Background: an optimization exercise with open tools, aiming at small area and few clock cycles. Do not read the settings as production practice. RTL that was checked went through simulation tests only; none was proved equivalent to the original. Function not checked in run 2: the RTL went through the layout flow alone. Power and IR drop assume default switching activity.

File: design.v
module klb_rx (
    input  wire        clk,
    input  wire        rst,              
    input  wire        in_valid,
    input  wire [7:0]  in_data,
    output wire        in_ready,
    output wire        out_valid,
    output wire [7:0]  out_data,
    input  wire        out_ready,
    output reg  [7:0]  length_errors,
    output reg  [7:0]  crc_errors,
    output reg  [7:0]  sequence_errors,
    output reg  [7:0]  overflow_errors
);
    localparam MAXP = 128;               
    localparam QD   = 4;                 
    localparam QW   = 2;                 
    localparam [7:0] FEND  = 8'hC0;
    localparam [7:0] FESC  = 8'hDB;
    localparam [7:0] TFEND = 8'hDC;
    localparam [7:0] TFESC = 8'hDD;
    localparam [1:0] F_LEN  = 2'd0,
                     F_BODY = 2'd1,
                     F_RSSI = 2'd2,
                     F_ST1  = 2'd3;
    localparam [2:0] O_OPEN  = 3'd0,
                     O_CMD   = 3'd1,
                     O_DATA  = 3'd2,
                     O_ESC   = 3'd3,
                     O_CLOSE = 3'd4;
    reg [1:0]  fstate;
    reg [7:0]  brem;             
    reg        bfirst;           
    reg        blen_ok;          
    reg        bovf;             
    reg [7:0]  bcd;              
    reg        in_chain;
    reg [7:0]  prev_cd;
    reg [7:0]  buffer [0:MAXP-1];
    reg [7:0]  wp;               
    reg [7:0]  cs;               
    reg [7:0]  rd;               
    reg [7:0]    qend [0:QD-1];
    reg [QW-1:0] qhead, qtail;
    reg [QW:0]   qcount;
    reg [2:0]  ostate;
    wire [7:0] clen   = wp - cs;
    wire [7:0] used   = wp - rd;
    wire       cfull  = clen[7];         
    wire       full   = used[7];         
    wire       qfull  = qcount[QW];
    wire       qany   = (qcount != 0);
    wire       payload = (fstate == F_BODY) && !bfirst && blen_ok;
    wire       store   = payload && !cfull;
    wire seq_bad = in_chain && (bcd != prev_cd - 8'd1);
    wire blk_ok  = blen_ok && in_data[7] && !seq_bad && !bovf;
    wire done    = blk_ok && (bcd == 8'd0);
    assign in_ready = !((store && full) || (fstate == F_ST1 && qfull));
    wire accept = in_valid && in_ready;
    wire judge  = accept && (fstate == F_ST1);
    wire push   = judge && done;
    wire [7:0] oend = qend[qhead];
    wire [7:0] cur  = buffer[rd[6:0]];
    wire       spec = (cur == FEND) || (cur == FESC);
    wire [7:0] rdn  = rd + 8'd1;
    wire       last = (rdn == oend);
    reg [7:0] out_byte;
    always @(*) begin
        case (ostate)
            O_CMD:   out_byte = 8'h00;
            O_DATA:  out_byte = spec ? FESC : cur;
            O_ESC:   out_byte = (cur == FEND) ? TFEND : TFESC;
            default: out_byte = FEND;
        endcase
    end
    assign out_valid = qany || (in_valid && fstate == F_ST1 && done);
    assign out_data  = out_byte;
    wire send = out_valid && out_ready;
    wire pop  = send && (ostate == O_CLOSE);
    always @(posedge clk) begin
        if (accept && store)
            buffer[wp[6:0]] <= in_data;
        if (push)
            qend[qtail] <= wp;
    end
    always @(posedge clk) begin
        if (rst) begin
            fstate          <= F_LEN;
            brem            <= 8'd0;
            bfirst          <= 1'b0;
            blen_ok         <= 1'b0;
            bovf            <= 1'b0;
            bcd             <= 8'd0;
            in_chain        <= 1'b0;
            prev_cd         <= 8'd0;
            wp              <= 8'd0;
            cs              <= 8'd0;
            rd              <= 8'd0;
            qhead           <= {QW{1'b0}};
            qtail           <= {QW{1'b0}};
            qcount          <= {(QW+1){1'b0}};
            ostate          <= O_OPEN;
            length_errors   <= 8'd0;
            crc_errors      <= 8'd0;
            sequence_errors <= 8'd0;
            overflow_errors <= 8'd0;
        end else begin
            if (accept) begin
                case (fstate)
                F_LEN: begin
                    brem    <= in_data;
                    bfirst  <= 1'b1;
                    blen_ok <= (in_data != 8'd0) && (in_data[7:5] == 3'd0);
                    bovf    <= 1'b0;
                    fstate  <= (in_data == 8'd0) ? F_RSSI : F_BODY;
                end
                F_BODY: begin
                    bfirst <= 1'b0;
                    if (bfirst)
                        bcd <= in_data;
                    if (store)
                        wp <= wp + 8'd1;
                    if (payload && cfull)
                        bovf <= 1'b1;
                    brem <= brem - 8'd1;
                    if (brem == 8'd1)
                        fstate <= F_RSSI;
                end
                F_RSSI: fstate <= F_ST1;
                default: begin       
                    fstate <= F_LEN;
                    if (!blen_ok)
                        length_errors <= length_errors + 8'd1;
                    else if (!in_data[7])
                        crc_errors <= crc_errors + 8'd1;
                    else if (seq_bad)
                        sequence_errors <= sequence_errors + 8'd1;
                    else if (bovf)
                        overflow_errors <= overflow_errors + 8'd1;
                    if (blk_ok)
                        prev_cd <= bcd;
                    in_chain <= blk_ok && !done;
                    if (!blk_ok)
                        wp <= cs;            
                    if (done) begin
                        cs    <= wp;         
                        qtail <= qtail + 1'b1;
                    end
                end
                endcase
            end
            if (send) begin
                case (ostate)
                O_OPEN: ostate <= O_CMD;
                O_CMD:  ostate <= (rd == oend) ? O_CLOSE : O_DATA;
                O_DATA: begin
                    if (spec)
                        ostate <= O_ESC;
                    else begin
                        rd <= rdn;
                        if (last)
                            ostate <= O_CLOSE;
                    end
                end
                O_ESC: begin
                    rd <= rdn;
                    ostate <= last ? O_CLOSE : O_DATA;
                end
                default: begin       
                    ostate <= O_OPEN;
                    qhead  <= qhead + 1'b1;
                end
                endcase
            end
            qcount <= qcount + {{QW{1'b0}}, push} - {{QW{1'b0}}, pop};
        end
    end
endmodule
File: run.sh
#!/bin/bash
# synth_recipe.tcl (not shown) runs the flow's synth.tcl, then flattens the netlist and writes it again
# the make line also repeats each setting of config.mk as NAME=value (left out here)
make -C /OpenROAD-flow-scripts/flow DESIGN_CONFIG=/design/flow/config.mk WORK_HOME=/design/flow/orfs CLKGATE_MAP_FILE= SYNTH_SCRIPT=/design/flow/synth_recipe.tcl finish
File: config.mk
export PLATFORM = sky130hd
export DESIGN_NAME = klb_rx
export DESIGN_NICKNAME = klb_rx
export VERILOG_FILES = /design/flow/design.v
export SDC_FILE = /design/flow/constraint.sdc
export NUM_CORES = 4
export LEC_CHECK = 0
export CAP_MARGIN = 20
export CORE_MARGIN = 2
export CORE_UTILIZATION = 40
export SLEW_MARGIN = 20
File: constraint.sdc
create_clock -name core_clock -period 8.0 [get_ports {clk}]
set_input_delay 1.6000 -clock core_clock [delete_from_list [all_inputs] [get_ports {clk}]]
set_output_delay 1.6000 -clock core_clock [all_outputs]
set_load 0.01 [all_outputs]
==> results of run 1 <==
-- worst max path at each step --
stage	start	to	slack [ns]
floorplan	register	out_data[3]	3.75
global route	register	out_data[3]	0.12
detailed placement	register	out_data[4]	0.82
global placement	register	out_data[4]	0.88
finish	register	out_data[4]	0.14
CTS	register	out_data[4]	0.02
-- report_power, final --
group	switching, mW	leakage, nW	total, mW	internal, mW
combinational	0.164	4.00	0.206	0.0417
sequential	0.0123	10.3	6.63	6.61
clock	2.29	1.76	5.29	3.00
-- layout make-up --
type	count	area share (%)
Clock inverter	62	1.10
Sequential cell	1161	64.1
Inverter	38	0.280
Clock buffer	153	5.86
Tap cell	1524	3.61
Multi-Input combinational cell	1360	23.2
Timing Repair Buffer	99	1.85
-- logic make-up after synthesis --
family                     after synthesis
and+or+nand+nor                        559
adders and majority gates               32
xor gates and xnor gates                57
AOI/OAI and AO/OA                      302
DFF                                   1161
muxes                                  410
buffers and inverters                  179
-- through the flow --
stage,cells,setup slack [ns]
after floorplan,2700,3.75
after global placement,4179,0.881
after detailed placement,4179,0.822
after CTS,4394,0.0216
after global routing,4397,0.122
final,4397,0.138
-- state kept, by name, indices dropped and copies added, names as in the netlist, 3 cells and up, named ones only --
| register | count |
|---|---|
| sequence_errors | 8 |
| buffer | 1024 |
| qend | 32 |
| rd | 8 |
| ostate | 3 |
| qcount | 3 |
| cs | 8 |
| prev_cd | 8 |
| wp | 8 |
| crc_errors | 8 |
| overflow_errors | 8 |
| bcd | 8 |
| brem | 8 |
| length_errors | 8 |
-- worst max-delay path: stages, from the launching register on --
cell and delay (ns):
dfxtp_4 0.78, buf_4 0.55, inv_1 0.65, mux2i_1 0.32, o21ai_1 0.53, nand3_1 0.13, nor4_1 0.89, nor4b_2 0.42
and2_1 0.27, or2_2 0.15, o21a_1 0.21, clkdlybuf4s50_1 0.57
-- per-layer routing --
layer  track usage, %  routed length (µm)  vias to the layer above
li1                 -                   -                    10871
met1             28.3               53000                    13333
met2             33.4               59800                     1012
met3             4.43                9480                      187
met4             6.55                3570                        6
met5                0                  35                        -
-- cell usage in the layout, fill, tap and decap left out, types with 37 or more instances in the layout --
cell and instances:
nor2_1 247, buf_4 44, clkdlybuf4s50_1 44, nand2_1 113, mux2i_1 194, o21ai_0 58
clkbuf_16 117, dfxtp_1 101, inv_1 37, a22oi_1 71, mux4_2 206, a21oi_1 55
edfxtp_1 1056
-- what timing repair did --
action                                  in CTS  in global routing
hold endpoints to repair                     0                  0
gates resized for setup                      0                  1
endpoints found under the setup margin       0                  4
hold buffers                                 0                  0
==> metrics.yaml, run 1 <==
worstRegToRegCells: 11
ys_ff_latch: 1161
fin_nets: 2818
seqCellArea_um2: 33800
hold_path_class: "reg -> reg"
syn_area_um2: 47100
synth.distinct_cells: 71
synth_edf_count: 1056
async_reset_ff_share_pct: 0
synth_most_common_cell: "edfxtp_1"
synth_simple_gate_area_share_pct: 5.48
synth-xor-area-share_pct: 1.06
initial_utilization_pct: 40.4
min_period_ns: 7.86
clk_latency_ns: 0.72
critical_path_class: "reg -> out"
worstHoldPathCells: 2
utilization_pct: 45.3
die_w_um: 347
core-area_um2: 117000
cts_buffers: 114
hold_ws_ns: 0.456
synthMuxAreaShare_pct: 14.2
hold_viol: 0
dieHeight_um: 347
period_share_pct: 98.3
synth.yosys.seq_area_share_pct: 71.8
syn_inst: 2700
rsz0062_at_grt: "false"
power-per-cell-area_nw_per_um2: 230
final_cell_area_um2: 52800
dieArea_um2: 120000
cp_max_fo: 37
antenna_found_initial: 6
ir_drop_uv: 192
fillCellCount: 9866
timing.rr.end: "buffer[5][5]$_DFFE_PP_"
dp_hpwl_um: 80300
worstMarginPinSlew_ns: 1.28
grt_pass1_wl_um: 183000
netlist_top_cells_count: "edfxtp_1 (1056), nor2_1 (249), mux4_2 (206), mux2i_1 (194), nand2_1 (117)"
yosys_warnings: 1
drive_gt1_share_pct: 15.8
synth_top_cell_by_area: "edfxtp_1"
synth_area_leaders: "edfxtp_1 (67%), mux4_2 (9.9%), dfxtp_1 (4.5%), mux2i_1 (4.1%), nor2_1 (2.0%)"
post_cts_buffers: 0
multi_input_area_um2: 12200
htree_levels: 3
grt.total_usage_pct: 20.8
io_pins: 54
placed_cell_area_um2: 49000
status: "complete, no violations"
cts_tree: "yes"
worstHoldStart: "cs[1]$_SDFFE_PP0P_"
synth_top_family_by_area: "multiplexers"
yosysTopAreaCellShare_pct: 67.4
rows: 125
cts_root_buf: "clkbuf_16"
ant_nets: 0
finClkSkew_ns: 0.0229
syn_to_final_growth_pct: 12.0
gp_congestion: 0.939
routed_wl_um: 126000
overflow: 0
drt-vias-per-instance: 5.78
clock.fmax_mhz: 127
num_vias: 25409
cp.arrival_ns: 6.26
worstHoldEndpoint: "cs[1]$_SDFFE_PP0P_"
grt_pass1_vias: 25691
synthAdderAreaFrac_pct: 0.866
ys.flop_type: "edfxtp_1"
maxSlewViolCount: 0
drt_iter0_drc: 2918
setup_viol: 0
diodes: 0
r2r_start: "wp[1]$_SDFFE_PP0P_"
drtPass1Iterations: 6
ctsLongestPathBuffers: 3
r2r_slack_ns: 2.29
p_leak_nw: 16.1
worst_setup_path_end_kind: "primary output"
portBuffers: 53
cap_violations: 0
max_slew_margin_pct: 14.6
synth_nets: 2744
wire_per_inst_um: 28.6
cp-start-kind: "register"
finalPower_mw: 12.1
worstPathRequired_ns: 6.40
cts.sinks: 1161
path_clk_slew_ns: 0.06
synth-compound-area-share_pct: 4.23
grt_start_max_net_pins: 134
avgSynthCellArea_um2: 17.4
route.detailed.drc: 0
finalSetupTns_ns: 0
Testbench counts, summed over its fixed seeds: cycles 27,234.
==> inputs of run 2 (changes only) <==
--- a/design.v
+++ b/design.v
@@ -37,17 +37,18 @@
     reg        in_chain;
     reg [7:0]  prev_cd;
     reg [7:0]  buffer [0:MAXP-1];
+    reg        ph;
     reg [7:0]  wp;               
     reg [7:0]  cs;               
     reg [7:0]  rd;               
+    reg [7:0]  rd_lo;            
+    reg [15:0] rd_hi;            
     reg [7:0]    qend [0:QD-1];
     reg [QW-1:0] qhead, qtail;
     reg [QW:0]   qcount;
     reg [2:0]  ostate;
-    wire [7:0] clen   = wp - cs;
-    wire [7:0] used   = wp - rd;
-    wire       cfull  = clen[7];         
-    wire       full   = used[7];         
+    wire       cfull  = (wp[6:0] == cs[6:0]) && (wp[7] != cs[7]);   
+    wire       full   = (wp[6:0] == rd[6:0]) && (wp[7] != rd[7]);   
     wire       qfull  = qcount[QW];
     wire       qany   = (qcount != 0);
     wire       payload = (fstate == F_BODY) && !bfirst && blen_ok;
@@ -55,12 +56,24 @@
     wire seq_bad = in_chain && (bcd != prev_cd - 8'd1);
     wire blk_ok  = blen_ok && in_data[7] && !seq_bad && !bovf;
     wire done    = blk_ok && (bcd == 8'd0);
-    assign in_ready = !((store && full) || (fstate == F_ST1 && qfull));
+    assign in_ready = !((store && full) || (fstate == F_ST1 && qfull && done));
     wire accept = in_valid && in_ready;
     wire judge  = accept && (fstate == F_ST1);
     wire push   = judge && done;
+    reg [7:0] cur_q;
+    reg [7:0] grp;
+    integer j, k;
+    always @(*) begin
+        cur_q = 8'd0;
+        for (j = 0; j < 16; j = j + 1) begin
+            grp = 8'd0;
+            for (k = 0; k < 8; k = k + 1)
+                grp = grp | (buffer[8*j+k] & {8{rd_lo[k]}});
+            cur_q = cur_q | (grp & {8{rd_hi[j]}});
+        end
+    end
     wire [7:0] oend = qend[qhead];
-    wire [7:0] cur  = buffer[rd[6:0]];
+    wire [7:0] cur  = cur_q ^ {8{ph}};
     wire       spec = (cur == FEND) || (cur == FESC);
     wire [7:0] rdn  = rd + 8'd1;
     wire       last = (rdn == oend);
@@ -77,9 +90,15 @@
     assign out_data  = out_byte;
     wire send = out_valid && out_ready;
     wire pop  = send && (ostate == O_CLOSE);
+    wire radv = send && ((ostate == O_DATA && !spec) || ostate == O_ESC);
+    wire       wr = accept && store;
+    wire [7:0] wd = in_data ^ {8{ph}};
+    integer i;
     always @(posedge clk) begin
-        if (accept && store)
-            buffer[wp[6:0]] <= in_data;
+        ph <= rst ? 1'b0 : ~ph;
+        for (i = 0; i < MAXP; i = i + 1)
+            buffer[i] <= ~((buffer[i] | {8{wr && wp[6:0] == i}}) &
+                           (wd | {8{full || wp[6:0] != i}}));
         if (push)
             qend[qtail] <= wp;
     end
@@ -96,6 +115,8 @@
             wp              <= 8'd0;
             cs              <= 8'd0;
             rd              <= 8'd0;
+            rd_lo           <= 8'd1;
+            rd_hi           <= 16'd1;
             qhead           <= {QW{1'b0}};
             qtail           <= {QW{1'b0}};
             qcount          <= {(QW+1){1'b0}};
@@ -149,23 +170,21 @@
                 end
                 endcase
             end
+            if (radv) begin
+                rd    <= rdn;
+                rd_lo <= {rd_lo[6:0], rd_lo[7]};
+                if (rd_lo[7])
+                    rd_hi <= {rd_hi[14:0], rd_hi[15]};
+            end
             if (send) begin
                 case (ostate)
                 O_OPEN: ostate <= O_CMD;
                 O_CMD:  ostate <= (rd == oend) ? O_CLOSE : O_DATA;
-                O_DATA: begin
-                    if (spec)
-                        ostate <= O_ESC;
-                    else begin
-                        rd <= rdn;
-                        if (last)
+                O_DATA: if (spec)
+                            ostate <= O_ESC;
+                        else if (last)
                             ostate <= O_CLOSE;
-                    end
-                end
-                O_ESC: begin
-                    rd <= rdn;
-                    ostate <= last ? O_CLOSE : O_DATA;
-                end
+                O_ESC:  ostate <= last ? O_CLOSE : O_DATA;
                 default: begin       
                     ostate <= O_OPEN;
                     qhead  <= qhead + 1'b1;
--- a/config.mk
+++ b/config.mk
@@ -8,4 +8,5 @@
 export CAP_MARGIN = 20
 export CORE_MARGIN = 2
 export CORE_UTILIZATION = 40
+export CTS_BUF_LIST = sky130_fd_sc_hd__clkbuf_4 sky130_fd_sc_hd__clkbuf_8
 export SLEW_MARGIN = 20
==> run 2 against run 1 <==
Sequential power is 9.0% lower; final area is 9.2% lower; die area is 10% lower; still clean; highest routed layer is now met4; largest cell class unchanged; critical path type unchanged; largest power group unchanged.
==> metrics.yaml, run 2 <==
netlist_top_cells_count: "dfxtp_1 (1147), o22ai_1 (1027), a22oi_1 (515), clkbuf_1 (336), nor2_1 (208)"
avgSynthCellArea_um2: 10.2
ys.flop_type: "dfxtp_1"
synth_edf_count: 32
cts_root_buf: "clkbuf_8"
cap_violations: 0
routed_wl_um: 151000
cp_max_fo: 54
drive_gt1_share_pct: 11.1
initial_utilization_pct: 40.5
synth.distinct_cells: 64
ir_drop_uv: 215
htree_levels: 4
ctsLongestPathBuffers: 3
antenna_found_initial: 1
portBuffers: 53
finClkSkew_ns: 0.0548
synth_nets: 4172
syn_area_um2: 42100
placed_cell_area_um2: 43800
syn_inst: 4136
grt_pass1_vias: 35872
ys_ff_latch: 1179
startpoint: "rd_lo[3]$_SDFFE_PP0P_"
ctsResizeCount: 0
dieArea_um2: 108000
clk_latency_ns: 0.90
cts_buffers: 186
post_cts_buffers: 0
overflow: 0
synth_most_common_cell: "dfxtp_1"
path_clk_slew_ns: 0.06
cts_hold_buf: 0
final_cell_area_um2: 47900
clock.fmax_mhz: 134
r2r_slack_ns: 2.71
mostFrequentLayoutCells: "dfxtp_1 (1139), o22ai_1 (1027), a22oi_1 (515), clkbuf_8 (240), nor2_1 (208)"
grt.met1_usage_pct: 37.3
grt_util_met2_pct: 41.4
finalSetupTns_ns: 0
core-area_um2: 104000
largest_reg_flops: 1024
p_leak_nw: 16.3
layout_commonest_cell: "dfxtp_1"
route.detailed.drc: 0
rows: 118
drtPass1Iterations: 7
worstRegToRegCells: 9
period_share_pct: 93.1
maxSlewViolCount: 0
dp_hpwl_um: 92800
power-per-cell-area_nw_per_um2: 252
rsz0062_at_grt: "false"
syn_to_final_growth_pct: 13.8
hold_path_class: "reg -> reg"
busiest_layer: "met2"
endpoint: "out_data[3]"
drt_iter0_drc: 4083
fin_nets: 4140
cts_tree: "yes"
grt_use_met3_pct: 5.68
fin_cells: 5635
worstPathRequired_ns: 6.40
critical_path_class: "reg -> out"
drt-vias-per-instance: 6.56
grt.total_usage_pct: 27.3
async_reset_ff_share_pct: 0
hold_viol: 0
timing.rr.end: "buffer[10][3]$_DFF_P_"
grt_pass1_wl_um: 228000
dieHeight_um: 328
num_vias: 36980
hold_ws_ns: 0.435
die_w_um: 328
setup_viol: 0
max_slew_margin_pct: 14.8
cp.arrival_ns: 5.85
grt_start_max_net_pins: 77
finalPower_mw: 12.1
min_period_ns: 7.45
synth_area_leaders: "dfxtp_1 (55%), o22ai_1 (15%), a22oi_1 (9.2%), clkbuf_1 (3.0%), edfxtp_1 (2.3%)"
yosysTopAreaCellShare_pct: 54.6
gp_congestion: 0.908
ant_nets: 0
fillCellCount: 9869
r2r_start: "prev_cd[0]$_SDFFE_PP0P_"
worstMarginPinSlew_ns: 1.25
cp-start-kind: "register"
cts.sinks: 1179
wire_per_inst_um: 26.9
synth_top_cell_by_area: "dfxtp_1"
synth.yosys.seq_area_share_pct: 56.8
io_pins: 54
status: "complete, no violations"
yosys_warnings: 2
worst_setup_path_end_kind: "primary output"
dpl.cell_count: 5295
run 2: cell types whose count changed in the layout (fill, tap and decap cells not counted), moves of 157 or more:
cell	delta
mux2i_1	-157
mux4_2	-198
a22oi_1	+444
clkbuf_8	+237
o22ai_1	+1006
edfxtp_1	-1024
dfxtp_1	+1038
run 2: cell type report:
cell class,count,area [µm²],area share (%)
flip-flops and latches,1179,24000,50.0
multi-input cells,2558,16800,35.0
clock buffers,304,3780,7.90
well taps,1380,1730,3.60
repair buffers,139,1230,2.57
clock inverters,32,268,0.559
inverters,40,150,0.313
diodes,3,7.51,0.0157
run 2: worst min path at each step:
stage,startpoint,endpoint,slack [ns],depth (start not counted)
CTS,buffer[38][3]$_DFF_P_,buffer[38][3]$_DFF_P_,0.44,1
detailed placement,buffer[30][6]$_DFF_P_,buffer[30][6]$_DFF_P_,0.43,1
global route,buffer[21][4]$_DFF_P_,buffer[21][4]$_DFF_P_,0.44,1
global placement,buffer[98][6]$_DFF_P_,buffer[98][6]$_DFF_P_,0.42,1
finish,buffer[13][4]$_DFF_P_,buffer[13][4]$_DFF_P_,0.43,1
floorplan,buffer[100][0]$_DFF_P_,buffer[100][0]$_DFF_P_,0.41,1
run 2: through the flow:
| step | setup WS, ns | utilization [%] |
|---|---|---|
| 6_report | 0.550 | 46.1 |
| 3_5_place_dp | 1.54 | 42.2 |
| 3_3_place_gp | 1.44 | 42.2 |
| 5_1_grt | 0.503 | 46.1 |
| 4_1_cts | 0.591 | 46.1 |
| 2_1_floorplan | 3.75 | - |
run 2: critical path, stage by stage (launching register included):
cell	delay [ns]
dfxtp_4	0.62
buf_4	0.36
a22oi_1	0.23
a41oi_1	0.18
a2111oi_1	1.07
nand4_1	0.41
xnor2_1	0.28
nor4_1	0.32
o21ai_0	0.27
and2_1	0.24
a21oi_1	0.31
clkdlybuf4s50_1	0.61
run 2: metal layers:
metal / routed length (µm) / vias to the layer above / part of all wire (%)
met1: 64500 / 18294 / 43
met2: 66000 / 1989 / 44
met5: 0 / - / 0
li1: - / 16319 / -
met4: 6580 / 0 / 4.3
met3: 14300 / 378 / 9.4
run 2: report_power, final:
part / internal, mW / total [mW] / switching, mW / leakage (nW)
registers: 5.97 / 6.03 / 0.0572 / 10.7
clock network: 3.06 / 5.51 / 2.45 / 2.17
logic: 0.155 / 0.559 / 0.404 / 3.43
run 2: cells by family (layout without fill, tap and decap cells):
group / after synthesis / in the layout / share of synthesized area, %
mux: 47 / 47 / 1.36
compound gates: 1798 / 1798 / 29.0
buf+inv: 399 / 515 / 3.65
other cells: 0 / 3 / 0
xor+xnor: 85 / 85 / 1.77
fa+ha+maj: 24 / 24 / 0.731
simple gates: 604 / 604 / 6.67
flops: 1179 / 1179 / 56.8
==> inputs of run 3 (changes only) <==
--- a/design.v
+++ b/design.v
@@ -33,7 +33,8 @@
     reg        bfirst;           
     reg        blen_ok;          
     reg        bovf;             
-    reg [7:0]  bcd;              
+    reg        bseq;             
+    reg        bcd0;             
     reg        in_chain;
     reg [7:0]  prev_cd;
     reg [7:0]  buffer [0:MAXP-1];
@@ -53,9 +54,8 @@
     wire       qany   = (qcount != 0);
     wire       payload = (fstate == F_BODY) && !bfirst && blen_ok;
     wire       store   = payload && !cfull;
-    wire seq_bad = in_chain && (bcd != prev_cd - 8'd1);
-    wire blk_ok  = blen_ok && in_data[7] && !seq_bad && !bovf;
-    wire done    = blk_ok && (bcd == 8'd0);
+    wire blk_ok  = blen_ok && in_data[7] && !bseq && !bovf;
+    wire done    = blk_ok && bcd0;
     assign in_ready = !((store && full) || (fstate == F_ST1 && qfull && done));
     wire accept = in_valid && in_ready;
     wire judge  = accept && (fstate == F_ST1);
@@ -72,7 +72,7 @@
             cur_q = cur_q | (grp & {8{rd_hi[j]}});
         end
     end
-    wire [7:0] oend = qend[qhead];
+    wire [7:0] oend = qend[qhead] ^ {8{ph}};
     wire [7:0] cur  = cur_q ^ {8{ph}};
     wire       spec = (cur == FEND) || (cur == FESC);
     wire [7:0] rdn  = rd + 8'd1;
@@ -99,8 +99,9 @@
         for (i = 0; i < MAXP; i = i + 1)
             buffer[i] <= ~((buffer[i] | {8{wr && wp[6:0] == i}}) &
                            (wd | {8{full || wp[6:0] != i}}));
-        if (push)
-            qend[qtail] <= wp;
+        for (i = 0; i < QD; i = i + 1)
+            qend[i] <= ~((qend[i] | {8{push && qtail == i}}) &
+                         ((wp ^ {8{ph}}) | {8{qfull || qtail != i}}));
     end
     always @(posedge clk) begin
         if (rst) begin
@@ -109,7 +110,8 @@
             bfirst          <= 1'b0;
             blen_ok         <= 1'b0;
             bovf            <= 1'b0;
-            bcd             <= 8'd0;
+            bseq            <= 1'b0;
+            bcd0            <= 1'b0;
             in_chain        <= 1'b0;
             prev_cd         <= 8'd0;
             wp              <= 8'd0;
@@ -137,8 +139,11 @@
                 end
                 F_BODY: begin
                     bfirst <= 1'b0;
-                    if (bfirst)
-                        bcd <= in_data;
+                    if (bfirst) begin
+                        bseq    <= in_chain && (in_data != prev_cd - 8'd1);
+                        bcd0    <= (in_data == 8'd0);
+                        prev_cd <= in_data;
+                    end
                     if (store)
                         wp <= wp + 8'd1;
                     if (payload && cfull)
@@ -154,12 +159,10 @@
                         length_errors <= length_errors + 8'd1;
                     else if (!in_data[7])
                         crc_errors <= crc_errors + 8'd1;
-                    else if (seq_bad)
+                    else if (bseq)
                         sequence_errors <= sequence_errors + 8'd1;
                     else if (bovf)
                         overflow_errors <= overflow_errors + 8'd1;
-                    if (blk_ok)
-                        prev_cd <= bcd;
                     in_chain <= blk_ok && !done;
                     if (!blk_ok)
                         wp <= cs;            
--- a/config.mk
+++ b/config.mk
@@ -7,6 +7,9 @@
 export LEC_CHECK = 0
 export CAP_MARGIN = 20
 export CORE_MARGIN = 2
-export CORE_UTILIZATION = 40
-export CTS_BUF_LIST = sky130_fd_sc_hd__clkbuf_4 sky130_fd_sc_hd__clkbuf_8
+export CORE_UTILIZATION = 55
+export CTS_BUF_LIST = sky130_fd_sc_hd__clkbuf_16
+export CTS_CLUSTER_DIAMETER = 80
+export CTS_CLUSTER_SIZE = 24
+export PLACE_DENSITY = 0.68
 export SLEW_MARGIN = 20
==> run 3 against run 2 <==
Fmax is 0.41% lower; clock skew is 0.028 ns lower; global-route usage is 6.3 points higher; first-iteration DRC count is 3.3% higher; non-clock buffer count is 1 higher; final area is 6.8% lower; sequential power is 0.8% higher; final cell count is 11% lower; flip-flop and latch count is 8 lower; critical path type unchanged; largest cell class unchanged.
==> metrics.yaml, run 3 <==
yosysTopAreaCellShare_pct: 55.6
synth_area_leaders: "dfxtp_1 (56%), o22ai_1 (16%), a22oi_1 (9.2%), clkbuf_1 (2.1%), nor2_1 (2.0%)"
drt-met1-wl_um: 55600
ys.flop_type: "dfxtp_1"
cts_hold_buf: 0
fin_nets: 4012
drt-vias-per-instance: 7.12
path_cells: "buf_4 > a22oi_1 > a41oi_1 > a2111oi_0 > nand4_1 > xnor2_1 > or4_4 > a21oi_1 > nor2_1 > a21oi_1 > clkdlybuf4s50_1"
cts.sinks: 1171
critical_path_class: "reg -> out"
clk_latency_ns: 0.67
yosys_warnings: 3
status: "complete, no violations"
cpMaxStageDelayCell: "a2111oi_0"
wire_per_inst_um: 27.3
synth.distinct_cells: 67
route.met3.wl_um: 13900
netlist_top_cells_count: "dfxtp_1 (1171), o22ai_1 (1057), a22oi_1 (515), clkbuf_1 (238), nor2_1 (224)"
dp_hpwl_um: 87700
overflow: 0
cap_violations: 0
placed_cell_area_um2: 43100
syn_inst: 4142
largest_reg_flops: 1024
hold_ws_ns: 0.438
worst_setup_path_end_kind: "primary output"
routed_wl_um: 137000
grt_pass1_vias: 33954
seqCellArea_um2: 23500
multi_input_area_um2: 17000
post_cts_buffers: 0
io_pins: 54
ir_drop_uv: 181
hold_viol: 0
synth_edf_count: 0
worstMarginPinSlew_ns: 1.11
maxSlewViolCount: 0
final_cell_area_um2: 44700
fillCellCount: 6518
ant_nets: 0
ctsLongestPathBuffers: 3
worstPathRequired_ns: 6.40
power.internal_mw: 7.54
ctsResizeCount: 0
cts_tree: "yes"
async_reset_ff_share_pct: 0
syn_to_final_growth_pct: 5.87
route.detailed.drc: 0
clock.fmax_mhz: 134
power-per-cell-area_nw_per_um2: 224
layout_commonest_cell: "dfxtp_1"
rsz0062_at_grt: "false"
cp-start-kind: "register"
drive_gt1_share_pct: 5.02
grt_pass1_wl_um: 208000
synth_most_common_cell: "dfxtp_1"
period_share_pct: 93.5
finClkSkew_ns: 0.0273
p_leak_nw: 15.1
p_sw_share_pct: 24.7
crit_top_cell: "a21oi_1"
dp_slack_ns: 1.56
timing.final.ws_setup_ns: 0.519
grt_start_max_net_pins: 84
synth_top_cell_by_area: "dfxtp_1"
cp_max_fo: 63
finalSetupTns_ns: 0
comb_power_share_pct: 7.7
route.met2.wl_um: 60200
core-area_um2: 75900
antenna_found_initial: 5
num_vias: 35700
synth.yosys.seq_area_share_pct: 55.6
drt_iter0_drc: 4219
cts_buffers: 55
min_period_ns: 7.48
rows: 101
dieHeight_um: 281
critPathMaxStageDelay_ns: 0.97
htree_levels: 2
mostFrequentLayoutCells: "dfxtp_1 (1162), o22ai_1 (1057), a22oi_1 (515), nor2_1 (224), nand2_1 (119)"
clockPowerShare_pct: 31.6
syn_area_um2: 42200
hold_path_class: "reg -> reg"
initial_utilization_pct: 55.6
path_clk_slew_ns: 0.11
avgSynthCellArea_um2: 10.2
dieArea_um2: 78900
grt.total_usage_pct: 33.7
portBuffers: 53
top_layer_used: "met5"
setup_viol: 0
drtPass1Iterations: 6
synth_nets: 4182
p_sw_mw: 2.48
die_w_um: 281
cp.arrival_ns: 5.88
ys_ff_latch: 1171
max_slew_margin_pct: 23.8
pwr-share-seq_pct: 60.7
gp_congestion: 0.897
cts_root_buf: "clkbuf_16"
## run 3: cell count changes after synthesis, moves of 20 or more
cell / before / now
buf_6: 1 / 27
buf_2: 9 / 85
edfxtp_1: 32 / 0
dfxtp_1: 1147 / 1171
clkbuf_1: 336 / 238
nand3_1: 46 / 24
a21oi_1: 52 / 32
mux2i_1: 37 / 61
o22ai_1: 1027 / 1057
nand2b_1: 7 / 37
nand2_1: 174 / 131
## run 3: final cells by class
class                      instances  area share (%)
clock inverter                    10           0.151
multi-input combinational       2554            38.0
timing repair buffer             140            2.69
clock buffer                      58            3.25
tap                             1030            2.88
antenna                            1         0.00560
inverter                          50           0.420
sequential                      1171            52.5
## run 3: cell families (layout without fill, tap and decap cells)
group / Yosys count / in the layout / share of synthesized area (%)
AND/OR/NAND/NOR: 563 / 563 / 6.31
XOR/XNOR: 105 / 105 / 2.23
flip-flops: 1171 / 1171 / 55.6
adder cells (fa/ha/maj): 28 / 28 / 0.848
buffers and inverters: 417 / 258 / 4.52
multiplexers: 63 / 63 / 1.50
other: 0 / 1 / 0
AO/OA/AOI/OAI: 1795 / 1795 / 29.0
## run 3: power groups by stage
stage | combinational, mW | sequential, mW | clock [mW]
detailed placement | 0.737 | 6.21 | 0
global placement | 0.724 | 6.21 | 0
global route | 0.815 | 6.10 | 3.38
finish | 0.768 | 6.08 | 3.17
floorplan | 0.497 | 6.18 | 0
CTS | 0.740 | 6.07 | 3.19
## run 3: worst paths after layout
path | from | end | slack (ns) | depth (start not counted)
setup / recovery | rd_lo[7]$_SDFFE_PP0P_ | out_data[3] | 0.52 | 11
hold / removal | buffer[55][4]$_DFF_P_ | buffer[55][4]$_DFF_P_ | 0.44 | 1
setup reg to reg | rd_lo[7]$_SDFFE_PP0P_ | rd[0]$_SDFFE_PP0P_ | 2.72 | 10
hold reg to reg | buffer[55][4]$_DFF_P_ | buffer[55][4]$_DFF_P_ | 0.44 | 1
## run 3: worst max-delay path: cells and delay by family, from the launching register on
family,cells,cell delay [ns]
buffers and inverters,2,0.96
xor gates and xnor gates,1,0.32
DFF,1,0.65
and+or+nand+nor,3,1.15
AOI/OAI and AO/OA,5,2.10
## run 3: through the flow
step	cells	power [mW]	utilization, %
6_report	5014	10.0	58.8
5_1_grt	5013	10.3	58.8
4_1_cts	5012	10.0	58.8
3_5_place_dp	4944	6.95	56.8
3_3_place_gp	4944	6.93	56.8
2_1_floorplan	4142	6.68	-
## run 3: per-layer routing
layer,vias to the layer above,GRT usage [%]
met5,-,0
met4,8,16.7
met3,388,6.53
met2,2021,51.8
met1,17370,45.3
li1,15913,-
Testbench counts of run 3, summed over its fixed seeds: cycles 27,064.
==> inputs of run 4 (changes only) <==
--- a/config.mk
+++ b/config.mk
@@ -7,9 +7,8 @@
 export LEC_CHECK = 0
 export CAP_MARGIN = 20
 export CORE_MARGIN = 2
-export CORE_UTILIZATION = 55
+export CORE_UTILIZATION = 40
 export CTS_BUF_LIST = sky130_fd_sc_hd__clkbuf_16
 export CTS_CLUSTER_DIAMETER = 80
 export CTS_CLUSTER_SIZE = 24
-export PLACE_DENSITY = 0.68
 export SLEW_MARGIN = 20
==> run 4 against run 3 <==
Still clean; clock skew up 0.024 ns; combinational power up 3.8%; flip-flop and latch count unchanged; register-to-register slack worse by 0.28 ns; final cell count up 7.2%; via count down 0.60%; worst hold slack about the same; synthesized area unchanged; largest power group unchanged.
==> metrics.yaml, run 4 <==
cp.arrival_ns: 5.94
dpl.cell_count: 5299
grt.total_usage_pct: 25.9
dieHeight_um: 329
seqCellArea_um2: 23500
core-area_um2: 105000
min_period_ns: 7.54
dieArea_um2: 108000
grt_pass1_vias: 33757
io_pins: 54
synth_most_common_cell: "dfxtp_1"
cap_violations: 0
p_leak_nw: 15.2
post_cts_buffers: 0
layout_commonest_cell: "dfxtp_1"
synth_edf_count: 0
clock.fmax_mhz: 133
power-per-cell-area_nw_per_um2: 226
dp_hpwl_um: 94800
cts.sinks: 1171
final_cell_area_um2: 45300
r2r_slack_ns: 2.44
num_vias: 35487
worstRegToRegCells: 12
ctsResizeCount: 0
comb_power_share_pct: 7.8
synth_nets: 4182
drive_gt1_share_pct: 5.24
worstHoldStart: "buffer[46][3]$_DFF_P_"
utilization_pct: 43.2
ys_ff_latch: 1171
drt-vias-per-instance: 6.60
cts_tree: "yes"
maxSlewViolCount: 0
routed_wl_um: 145000
ir_drop_uv: 206
syn_inst: 4142
startpoint: "rd_lo[0]$_SDFFE_PP1P_"
timing.rr.end: "rd_lo[0]$_SDFFE_PP1P_"
worstPathRequired_ns: 6.40
initial_utilization_pct: 40.2
netlist_top_cells_count: "dfxtp_1 (1171), o22ai_1 (1057), a22oi_1 (515), clkbuf_1 (238), nor2_1 (224)"
finClkSkew_ns: 0.0508
fillCellCount: 10091
worstHoldPathCells: 1
syn_area_um2: 42200
async_reset_ff_share_pct: 0
cts_buffers: 58
finalPower_mw: 10.2
clockPowerShare_pct: 32.7
ys.flop_type: "dfxtp_1"
grt_pass1_wl_um: 218000
setup_viol: 0
critPathMaxStageDelay_ns: 0.90
worst_setup_path_end_kind: "primary output"
max_slew_margin_pct: 12.2
avgSynthCellArea_um2: 10.2
synth_area_leaders: "dfxtp_1 (56%), o22ai_1 (16%), a22oi_1 (9.2%), clkbuf_1 (2.1%), nor2_1 (2.0%)"
fin_nets: 4009
rows: 119
cts_hold_buf: 0
diodes: 0
cp_max_fo: 55
p_sw_share_pct: 25.7
gp_congestion: 0.914
path_clk_slew_ns: 0.10
grt_start_max_net_pins: 66
placed_cell_area_um2: 43700
multi_input_area_um2: 17100
portBuffers: 53
hold_viol: 0
cpMaxStageDelayCell: "a2111oi_0"
largest_reg_flops: 1024
path_delay_family: "compound AO/OA/AOI/OAI gates"
dp_slack_ns: 1.42
mostFrequentLayoutCells: "dfxtp_1 (1162), o22ai_1 (1057), a22oi_1 (515), nor2_1 (224), nand2_1 (119)"
yosysTopAreaCellShare_pct: 55.6
drtPass1Iterations: 6
critical_path_class: "reg -> out"
syn_to_final_growth_pct: 7.42
ant_nets: 0
htree_levels: 2
fin_cells: 5376
worstHoldEndpoint: "buffer[46][3]$_DFF_P_"
wire_per_inst_um: 27.0
ctsLongestPathBuffers: 3
cts_root_buf: "clkbuf_16"
worstMarginPinSlew_ns: 1.28
period_share_pct: 94.2
pwr-share-seq_pct: 59.5
drt_iter0_drc: 4030
clk_latency_ns: 0.72
die_w_um: 329
hold_ws_ns: 0.437
yosys_warnings: 3
overflow: 0
cp-start-kind: "register"
status: "complete, no violations"
path_cells: "buf_12 > buf_4 > a22oi_1 > nand4_1 > a2111oi_0 > nand4_1 > xnor2_2 > or4_4 > a21oi_1 > inv_1 > a21oi_1 > clkdlybuf4s50_1"
path_buf_inv: 4
timing.final.ws_setup_ns: 0.463
synth_top_cell_by_area: "dfxtp_1"
antenna_found_initial: 2
hold_path_class: "reg -> reg"
synth.distinct_cells: 67
r2r_start: "rd_lo[0]$_SDFFE_PP1P_"
p_sw_mw: 2.63
finalSetupTns_ns: 0
power.internal_mw: 7.60
rsz0062_at_grt: "false"
route.detailed.drc: 0
synth.yosys.seq_area_share_pct: 55.6
run 4: power groups by stage:
stage | Combinational (mW) | Clock, mW | Sequential (mW)
5_1_grt | 0.836 | 3.59 | 6.10
2_1_floorplan | 0.497 | 0 | 6.18
3_3_place_gp | 0.764 | 0 | 6.22
3_5_place_dp | 0.779 | 0 | 6.22
6_report | 0.797 | 3.35 | 6.09
4_1_cts | 0.779 | 3.38 | 6.08
run 4: worst max-delay path by stage:
| stage | endpoint | slack (ns) | depth (start not counted) |
|---|---|---|---|
| 6_report | out_data[1] | 0.46 | 12 |
| 2_1_floorplan | qcount[2]$_SDFF_PP0_ | 3.47 | 18 |
| 4_1_cts | out_data[1] | 0.60 | 12 |
| 3_3_place_gp | out_data[1] | 1.28 | 12 |
| 3_5_place_dp | out_data[1] | 1.42 | 12 |
| 5_1_grt | out_data[1] | 0.36 | 12 |
run 4: area by class of cell:
type / count / share of cell area, %
tap: 1391 / 3.84
inverter: 50 / 0.414
clock buffer: 58 / 3.20
multi-input combinational: 2554 / 37.7
sequential: 1171 / 51.8
timing repair buffer: 134 / 2.58
clock inverter: 18 / 0.444
run 4: layer usage:
metal / share of wire, % / vias to the layer above / GRT usage, % / wire length, µm
li1: - / 15912 / - / -
met1: 42 / 17474 / 35.0 / 61400
met2: 45 / 1814 / 40.9 / 65700
met3: 8.3 / 287 / 4.70 / 12100
met4: 4.2 / 0 / 10.5 / 6080
met5: 0 / - / 0 / 0
run 4: kinds of logic (layout without fill, tap and decap cells):
logic type | Yosys count | after routing | share of synthesized area, %
simple gates | 563 | 563 | 6.31
mux | 63 | 63 | 1.50
fa+ha+maj | 28 | 28 | 0.848
flops | 1171 | 1171 | 55.6
compound gates | 1795 | 1795 | 29.0
buf+inv | 417 | 260 | 4.52
xor+xnor | 105 | 105 | 2.23
==> inputs of run 5 (changes only) <==
--- a/design.v
+++ b/design.v
@@ -39,6 +39,7 @@
     reg [7:0]  prev_cd;
     reg [7:0]  buffer [0:MAXP-1];
     reg        ph;
+    reg        wclr;             
     reg [7:0]  wp;               
     reg [7:0]  cs;               
     reg [7:0]  rd;               
@@ -49,14 +50,17 @@
     reg [QW:0]   qcount;
     reg [2:0]  ostate;
     wire       cfull  = (wp[6:0] == cs[6:0]) && (wp[7] != cs[7]);   
-    wire       full   = (wp[6:0] == rd[6:0]) && (wp[7] != rd[7]);   
+    wire [7:0] used   = wp - rd;
+    wire       full   = used[7];                  
+    wire       clr0   = !full;                    
+    wire       clr1   = !full && (used != 8'd127);   
     wire       qfull  = qcount[QW];
     wire       qany   = (qcount != 0);
     wire       payload = (fstate == F_BODY) && !bfirst && blen_ok;
     wire       store   = payload && !cfull;
     wire blk_ok  = blen_ok && in_data[7] && !bseq && !bovf;
     wire done    = blk_ok && bcd0;
-    assign in_ready = !((store && full) || (fstate == F_ST1 && qfull && done));
+    assign in_ready = !((store && (full || !wclr)) || (fstate == F_ST1 && qfull && done));
     wire accept = in_valid && in_ready;
     wire judge  = accept && (fstate == F_ST1);
     wire push   = judge && done;
@@ -93,12 +97,18 @@
     wire radv = send && ((ostate == O_DATA && !spec) || ostate == O_ESC);
     wire       wr = accept && store;
     wire [7:0] wd = in_data ^ {8{ph}};
+    wire [7:0] d_even = (wr && !wp[0]) ? wd : 8'hFF;
+    wire [7:0] d_odd  = (wr &&  wp[0]) ? wd : 8'hFF;
+    wire [6:0] wp1 = wp[6:0] + 7'd1;
+    reg  [MAXP-1:0] clr;
     integer i;
+    always @(*)
+        for (i = 0; i < MAXP; i = i + 1)
+            clr[i] = (clr0 && wp[6:0] == i) || (clr1 && wp1 == i);
     always @(posedge clk) begin
         ph <= rst ? 1'b0 : ~ph;
         for (i = 0; i < MAXP; i = i + 1)
-            buffer[i] <= ~((buffer[i] | {8{wr && wp[6:0] == i}}) &
-                           (wd | {8{full || wp[6:0] != i}}));
+            buffer[i] <= ~(({8{clr[i]}} & ((i % 2) ? d_odd : d_even)) | buffer[i]);
         for (i = 0; i < QD; i = i + 1)
             qend[i] <= ~((qend[i] | {8{push && qtail == i}}) &
                          ((wp ^ {8{ph}}) | {8{qfull || qtail != i}}));
@@ -115,6 +125,7 @@
             in_chain        <= 1'b0;
             prev_cd         <= 8'd0;
             wp              <= 8'd0;
+            wclr            <= 1'b0;
             cs              <= 8'd0;
             rd              <= 8'd0;
             rd_lo           <= 8'd1;
@@ -173,6 +184,12 @@
                 end
                 endcase
             end
+            if (judge && !blk_ok)
+                wclr <= 1'b0;
+            else if (wr)
+                wclr <= clr1;
+            else
+                wclr <= clr0;
             if (radv) begin
                 rd    <= rdn;
                 rd_lo <= {rd_lo[6:0], rd_lo[7]};
--- a/config.mk
+++ b/config.mk
@@ -7,8 +7,9 @@
 export LEC_CHECK = 0
 export CAP_MARGIN = 20
 export CORE_MARGIN = 2
-export CORE_UTILIZATION = 40
+export CORE_UTILIZATION = 65
 export CTS_BUF_LIST = sky130_fd_sc_hd__clkbuf_16
 export CTS_CLUSTER_DIAMETER = 80
 export CTS_CLUSTER_SIZE = 24
+export PLACE_DENSITY = 0.75
 export SLEW_MARGIN = 20
==> run 5 against run 4 <==
Fmax is 1.0% lower; clock skew down 0.011 ns; power decreased by 3.2%; sequential share of layout area rose by 1.2 points; first-iteration DRC count increased by 42%; sequential power increased by 2%; largest cell class unchanged; clock-buffer cell count decreased by 1; final cell count fell by 8.2%; largest power group unchanged; highest routed layer is now met5; synthesized area down 1.5%; worst setup slack worse by 0.077 ns; non-clock buffer count increased by 21.
==> metrics.yaml, run 5 <==
status: "complete, no violations"
core-area_um2: 63200
final_cell_area_um2: 44300
clk_latency_ns: 0.69
multi_input_area_um2: 16600
p_sw_mw: 2.34
critical_path_class: "reg -> out"
p_sw_share_pct: 23.6
path_clk_slew_ns: 0.09
route.detailed.drc: 0
grt_pass1_wl_um: 210000
cts_buffers: 55
mostFrequentLayoutCells: "dfxtp_1 (1163), a21oi_1 (1059), a22oi_1 (512), nand2_1 (147), a41oi_1 (130)"
drt_iter0_drc: 5704
async_reset_ff_share_pct: 0
startpoint: "rd_lo[2]$_SDFFE_PP0P_"
hold_path_class: "reg -> reg"
clock.fmax_mhz: 131
min_period_ns: 7.61
finClkSkew_ns: 0.0398
fin_nets: 4124
worstMarginPinSlew_ns: 1.31
cts_hold_buf: 0
synth-compound-area-share_pct: 29.1
rows: 92
num_vias: 35339
cts_tree: "yes"
dieHeight_um: 257
worstHoldStart: "buffer[43][6]$_DFF_P_"
syn_area_um2: 41600
timing.final.ws_setup_ns: 0.386
ir_drop_uv: 218
die_w_um: 257
wire_per_inst_um: 28.5
portBuffers: 53
r2r_slack_ns: 2.42
antenna_found_initial: 1
ctsLongestPathBuffers: 3
placed_cell_area_um2: 42700
synth_top_family_by_area: "compound AO/OA/AOI/OAI gates"
synthMuxAreaShare_pct: 1.38
synthAdderAreaFrac_pct: 1.15
overflow: 0
clockPowerShare_pct: 31.9
synth_area_leaders: "dfxtp_1 (56%), a21oi_1 (13%), a22oi_1 (9.2%), a41oi_1 (2.7%), clkbuf_1 (1.5%)"
grt.total_usage_pct: 41.2
dp_slack_ns: 1.86
avgSynthCellArea_um2: 9.98
synth-xor-area-share_pct: 2.38
layout_commonest_cell: "dfxtp_1"
finalSetupTns_ns: 0
worstHoldEndpoint: "buffer[43][6]$_DFF_P_"
yosys_warnings: 3
drive_gt1_share_pct: 5.84
cts_root_buf: "clkbuf_16"
routed_wl_um: 141000
synth_edf_count: 0
dp_hpwl_um: 89500
post_cts_buffers: 0
worst_setup_path_end_kind: "primary output"
cp.arrival_ns: 6.01
io_pins: 54
finalPower_mw: 9.90
worstRegToRegCells: 13
ys.flop_type: "dfxtp_1"
setup_viol: 0
netlist_top_cells_count: "dfxtp_1 (1172), a21oi_1 (1060), a22oi_1 (512), clkbuf_1 (169), nand2_1 (163)"
grt_start_max_net_pins: 87
cts.sinks: 1172
period_share_pct: 95.2
ctsResizeCount: 0
drtPass1Iterations: 9
ys_ff_latch: 1172
cp-start-kind: "register"
seqCellArea_um2: 23500
fillCellCount: 4804
yosysTopAreaCellShare_pct: 56.5
maxSlewViolCount: 0
dieArea_um2: 66000
synth.yosys.seq_area_share_pct: 56.5
pwr-share-seq_pct: 62.5
initial_utilization_pct: 65.8
drt-vias-per-instance: 7.16
cp_max_fo: 62
max_slew_margin_pct: 12.2
power.internal_mw: 7.57
syn_inst: 4162
p_leak_nw: 15.1
htree_levels: 2
cap_violations: 0
syn_to_final_growth_pct: 6.70
rsz0062_at_grt: "false"
hold_viol: 0
largest_reg_flops: 1024
worstHoldPathCells: 1
synth.distinct_cells: 69
synth_most_common_cell: "dfxtp_1"
gp_congestion: 1.01
power-per-cell-area_nw_per_um2: 223
grt_pass1_vias: 33087
comb_power_share_pct: 5.6
timing.rr.end: "rd_hi[0]$_SDFFE_PP1P_"
r2r_start: "rd_lo[2]$_SDFFE_PP0P_"
synth_simple_gate_area_share_pct: 5.52
ant_nets: 0
worstPathRequired_ns: 6.40
synth_nets: 4211
synth_top_cell_by_area: "dfxtp_1"
[run 5: changes by cell type after synthesis, sizes merged, moves of 43 or more]
| cell | change |
|---|---|
| a21oi | +1028 |
| o22ai | -970 |
| nor2 | -110 |
| clkbuf | -69 |
| o32ai | +43 |
[run 5: worst max-delay path by stage]
stage                   to  slack, ns  cells after the start
2_1_floorplan     in_ready       3.35                      8
3_3_place_gp   out_data[4]       1.62                     11
3_5_place_dp   out_data[3]       1.86                     12
4_1_cts        out_data[3]       1.15                     12
5_1_grt        out_data[3]       0.52                     12
6_report       out_data[3]       0.39                     12
[run 5: cells by family after synthesis]
logic type / Yosys count
AO/OA/AOI/OAI: 1951
XOR/XNOR: 112
adder cells (fa/ha/maj): 37
buffers and inverters: 359
flip-flops: 1172
multiplexers: 57
AND/OR/NAND/NOR: 474
[run 5: layout make-up]
cell class | count | area share [%]
repair buffers | 155 | 3.12
well taps | 846 | 2.39
clock inverters | 15 | 0.248
flip-flops and latches | 1172 | 53.0
inverters | 60 | 0.508
diodes | 1 | 0.00564
clock buffers | 57 | 3.22
multi-input cells | 2631 | 37.5
[run 5: worst max-delay path, stage by stage (launching register included)]
cell,delay [ns]
dfxtp_4,0.66
buf_12,0.34
buf_4,0.24
a22oi_1,0.21
a41oi_1,0.28
nor4_1,1.12
nand4_1,0.65
xor2_1,0.33
nand4b_2,0.34
a21oi_1,0.29
nor2_1,0.09
a21oi_1,0.16
clkdlybuf4s50_1,0.55
[run 5: through the flow]
step,instances,util (%),hold WS (ns)
detailed placement,4861,67.6,0.400
global route,4936,70.2,0.418
global placement,4859,67.4,0.397
CTS,4933,70.0,0.412
floorplan,4162,-,0.389
finish,4937,70.2,0.410
[run 5: power groups by stage]
stage / clock [mW] / sequential, mW / combinational (mW)
finish: 3.16 / 6.19 / 0.552
CTS: 3.15 / 6.18 / 0.527
detailed placement: 0 / 6.31 / 0.528
floorplan: 0 / 6.28 / 0.370
global route: 3.36 / 6.21 / 0.592
global placement: 0 / 6.32 / 0.509
[run 5: layer usage]
layer / global-route usage (%) / routed length (µm) / vias up
li1: - / - / 15468
met5: 0.658 / 62 / -
met4: 19.8 / 7790 / 4
met3: 11.5 / 18700 / 488
met1: 56.8 / 55300 / 16885
met2: 59.8 / 58700 / 2494
Testbench counts of run 5, summed over its fixed seeds: cycles 27,083.
==> inputs of run 6 (changes only) <==
--- a/config.mk
+++ b/config.mk
@@ -7,9 +7,8 @@
 export LEC_CHECK = 0
 export CAP_MARGIN = 20
 export CORE_MARGIN = 2
-export CORE_UTILIZATION = 65
+export CORE_UTILIZATION = 40
 export CTS_BUF_LIST = sky130_fd_sc_hd__clkbuf_16
 export CTS_CLUSTER_DIAMETER = 80
 export CTS_CLUSTER_SIZE = 24
-export PLACE_DENSITY = 0.75
 export SLEW_MARGIN = 20
==> run 6 against run 5 <==
Utilization down 27 points; worst hold slack lost 0.00060 ns; wire length is 7.3% higher; flip-flop and latch count did not move; highest routed layer unchanged.
==> metrics.yaml, run 6 <==
overflow: 0
worstHoldPathCells: 1
dp_hpwl_um: 96400
cts_buffers: 57
num_vias: 34684
clockPowerShare_pct: 32.6
synth_nets: 4211
pwr-share-seq_pct: 61.8
rows: 118
ctsResizeCount: 0
synth_top_cell_by_area: "dfxtp_1"
worst_setup_path_end_kind: "primary output"
p_sw_share_pct: 24.5
synth_edf_count: 0
syn_inst: 4162
ant_nets: 0
syn_area_um2: 41600
final_cell_area_um2: 45000
mostFrequentLayoutCells: "dfxtp_1 (1163), a21oi_1 (1060), a22oi_1 (512), nand2_1 (147), a41oi_1 (130)"
hold_path_class: "reg -> reg"
hold_viol: 0
largest_reg_flops: 1024
dp_slack_ns: 1.37
cp-start-kind: "register"
gp_congestion: 0.959
ir_drop_uv: 191
ctsLongestPathBuffers: 3
route.detailed.drc: 0
p_sw_mw: 2.44
cp_max_fo: 49
comb_power_share_pct: 5.6
grt_pass1_wl_um: 222000
io_pins: 54
synth.distinct_cells: 69
max_slew_margin_pct: 20.7
drtPass1Iterations: 6
worstMarginPinSlew_ns: 1.18
post_cts_buffers: 0
fillCellCount: 9854
synth.yosys.seq_area_share_pct: 56.5
ys_ff_latch: 1172
status: "complete, no violations"
hold_ws_ns: 0.410
fin_cells: 5480
cap_violations: 0
min_period_ns: 7.57
avgSynthCellArea_um2: 9.98
portBuffers: 53
syn_to_final_growth_pct: 8.33
wire_per_inst_um: 27.5
grt_start_max_net_pins: 71
htree_levels: 2
clock.fmax_mhz: 132
synth_area_leaders: "dfxtp_1 (56%), a21oi_1 (13%), a22oi_1 (9.2%), a41oi_1 (2.7%), clkbuf_1 (1.5%)"
cts_hold_buf: 0
drive_gt1_share_pct: 5.76
netlist_top_cells_count: "dfxtp_1 (1172), a21oi_1 (1060), a22oi_1 (512), clkbuf_1 (169), nand2_1 (163)"
yosysTopAreaCellShare_pct: 56.5
cts.sinks: 1172
setup_viol: 0
drt-vias-per-instance: 6.33
cts_tree: "yes"
placed_cell_area_um2: 43400
timing.final.ws_setup_ns: 0.428
dieHeight_um: 326
core-area_um2: 103000
cp.arrival_ns: 5.97
rsz0062_at_grt: "false"
drt_iter0_drc: 4149
finClkSkew_ns: 0.0305
finalSetupTns_ns: 0
async_reset_ff_share_pct: 0
ys.flop_type: "dfxtp_1"
antenna_found_initial: 3
layout_commonest_cell: "dfxtp_1"
worstRegToRegCells: 12
critical_path_class: "reg -> out"
finalPower_mw: 9.99
synth_most_common_cell: "dfxtp_1"
fin_nets: 4133
grt.total_usage_pct: 27.4
power-per-cell-area_nw_per_um2: 222
cts_root_buf: "clkbuf_16"
yosys_warnings: 3
worstPathRequired_ns: 6.40
utilization_pct: 43.6
p_leak_nw: 15.1
power.internal_mw: 7.55
maxSlewViolCount: 0
dieArea_um2: 106000
grt_pass1_vias: 32807
period_share_pct: 94.7
die_w_um: 326
initial_utilization_pct: 40.2
path_clk_slew_ns: 0.10
clk_latency_ns: 0.71
dpl.cell_count: 5405
routed_wl_um: 151000
run 6: cell count changes in the layout (fill, tap and decap cells not counted), moves of 5 or more:
cell and delta:
nor4_1 +5, inv_6 +5, o22ai_1 +7, o22ai_2 -7, nor4_2 -5, buf_4 +7
run 6: worst paths after layout:
kind	start	endpoint	slack, ns
worst max-delay path	rd_lo[5]$_SDFFE_PP0P_	out_data[3]	0.43
worst min-delay path	buffer[102][7]$_DFF_P_	buffer[102][7]$_DFF_P_	0.41
worst max register to register	rd_lo[5]$_SDFFE_PP0P_	rd_hi[10]$_SDFFE_PP0P_	2.97
worst min register to register	buffer[102][7]$_DFF_P_	buffer[102][7]$_DFF_P_	0.41
run 6: logic make-up after synthesis:
group                    Yosys count  share of synthesized area [%]
XOR/XNOR                         112                           2.38
buffers and inverters            359                           4.05
AO/OA/AOI/OAI                   1951                           29.1
flip-flops                      1172                           56.5
adder cells (fa/ha/maj)           37                           1.15
AND/OR/NAND/NOR                  474                           5.52
multiplexers                      57                           1.38
run 6: power by group through the flow:
stage / clock network [mW] / registers (mW) / logic [mW]
2_1_floorplan: 0 / 6.28 / 0.370
3_3_place_gp: 0 / 6.31 / 0.529
3_5_place_dp: 0 / 6.30 / 0.542
4_1_cts: 3.28 / 6.17 / 0.542
5_1_grt: 3.48 / 6.20 / 0.603
6_report: 3.26 / 6.18 / 0.557
run 6: final cells by class:
| class | count | area (µm²) | area share [%] |
|---|---|---|---|
| multi-input combinational | 2631 | 16600 | 36.8 |
| antenna | 1 | 2.50 | 0.00556 |
| inverter | 60 | 225 | 0.500 |
| clock buffer | 57 | 1430 | 3.17 |
| tap | 1380 | 1730 | 3.84 |
| clock inverter | 17 | 130 | 0.289 |
| sequential | 1172 | 23500 | 52.2 |
| timing repair buffer | 162 | 1430 | 3.19 |
run 6: routing by layer:
layer	global-route usage [%]	up-vias	share of wire, %
met5	0	-	0.031
met4	12.3	6	4.7
li1	-	15502	-
met2	40.7	1929	42
met1	36.6	16866	42
met3	8.23	381	11
run 6: worst max-delay path, stage by stage (launching register included):
cell             delay, ns
dfxtp_4               0.62
buf_4                 0.35
a22oi_1               0.24
a41oi_1               0.37
nor4_1                1.06
nand4_1               0.29
xnor2_2               0.25
or4_4                 0.48
a21oi_1               0.42
nor2_1                0.10
a21oi_1               0.41
clkdlybuf4s50_1       0.64

afterwards: timing with drivers on the ports:
Ports are ideal in the flow. The routed layouts listed here were re-timed in OpenROAD. Step 1 assumes that a clkbuf_16 drives the clock port and a buf_2 every other input. Step 2 moves the port delays by t, midway between the first and last clock arrival at a register: inputs arrive t later, outputs are due t later. That takes back most of the time a late clock gives input paths. a / b / c = ideal / step 1 / step 2; a / b = the first two.
run | shift t [ns] | setup slack, ns | worst hold slack (ns) | worst setup path after step 2 | worst slew at a driven data input, ns
run 1 | 0.772 | 0.138 / 0.068 / 0.840 | 0.456 / 0.456 / 0.456 | register to output | 0.07
run 2 | 0.940 | 0.550 / 0.482 / 1.421 | 0.435 / 0.435 / 0.435 | register to output | 0.06
run 3 | 0.732 | 0.519 / 0.447 / 1.179 | 0.438 / 0.438 / 0.438 | register to output | 0.03
run 4 | 0.764 | 0.463 / 0.393 / 1.156 | 0.437 / 0.437 / 0.437 | register to output | 0.04
run 5 | 0.740 | 0.386 / 0.320 / 1.061 | 0.410 / 0.410 / 0.410 | register to output | 0.05
run 6 | 0.768 | 0.428 / 0.354 / 1.122 | 0.410 / 0.410 / 0.410 | register to output | 0.06
After both steps every run listed still meets setup and hold.
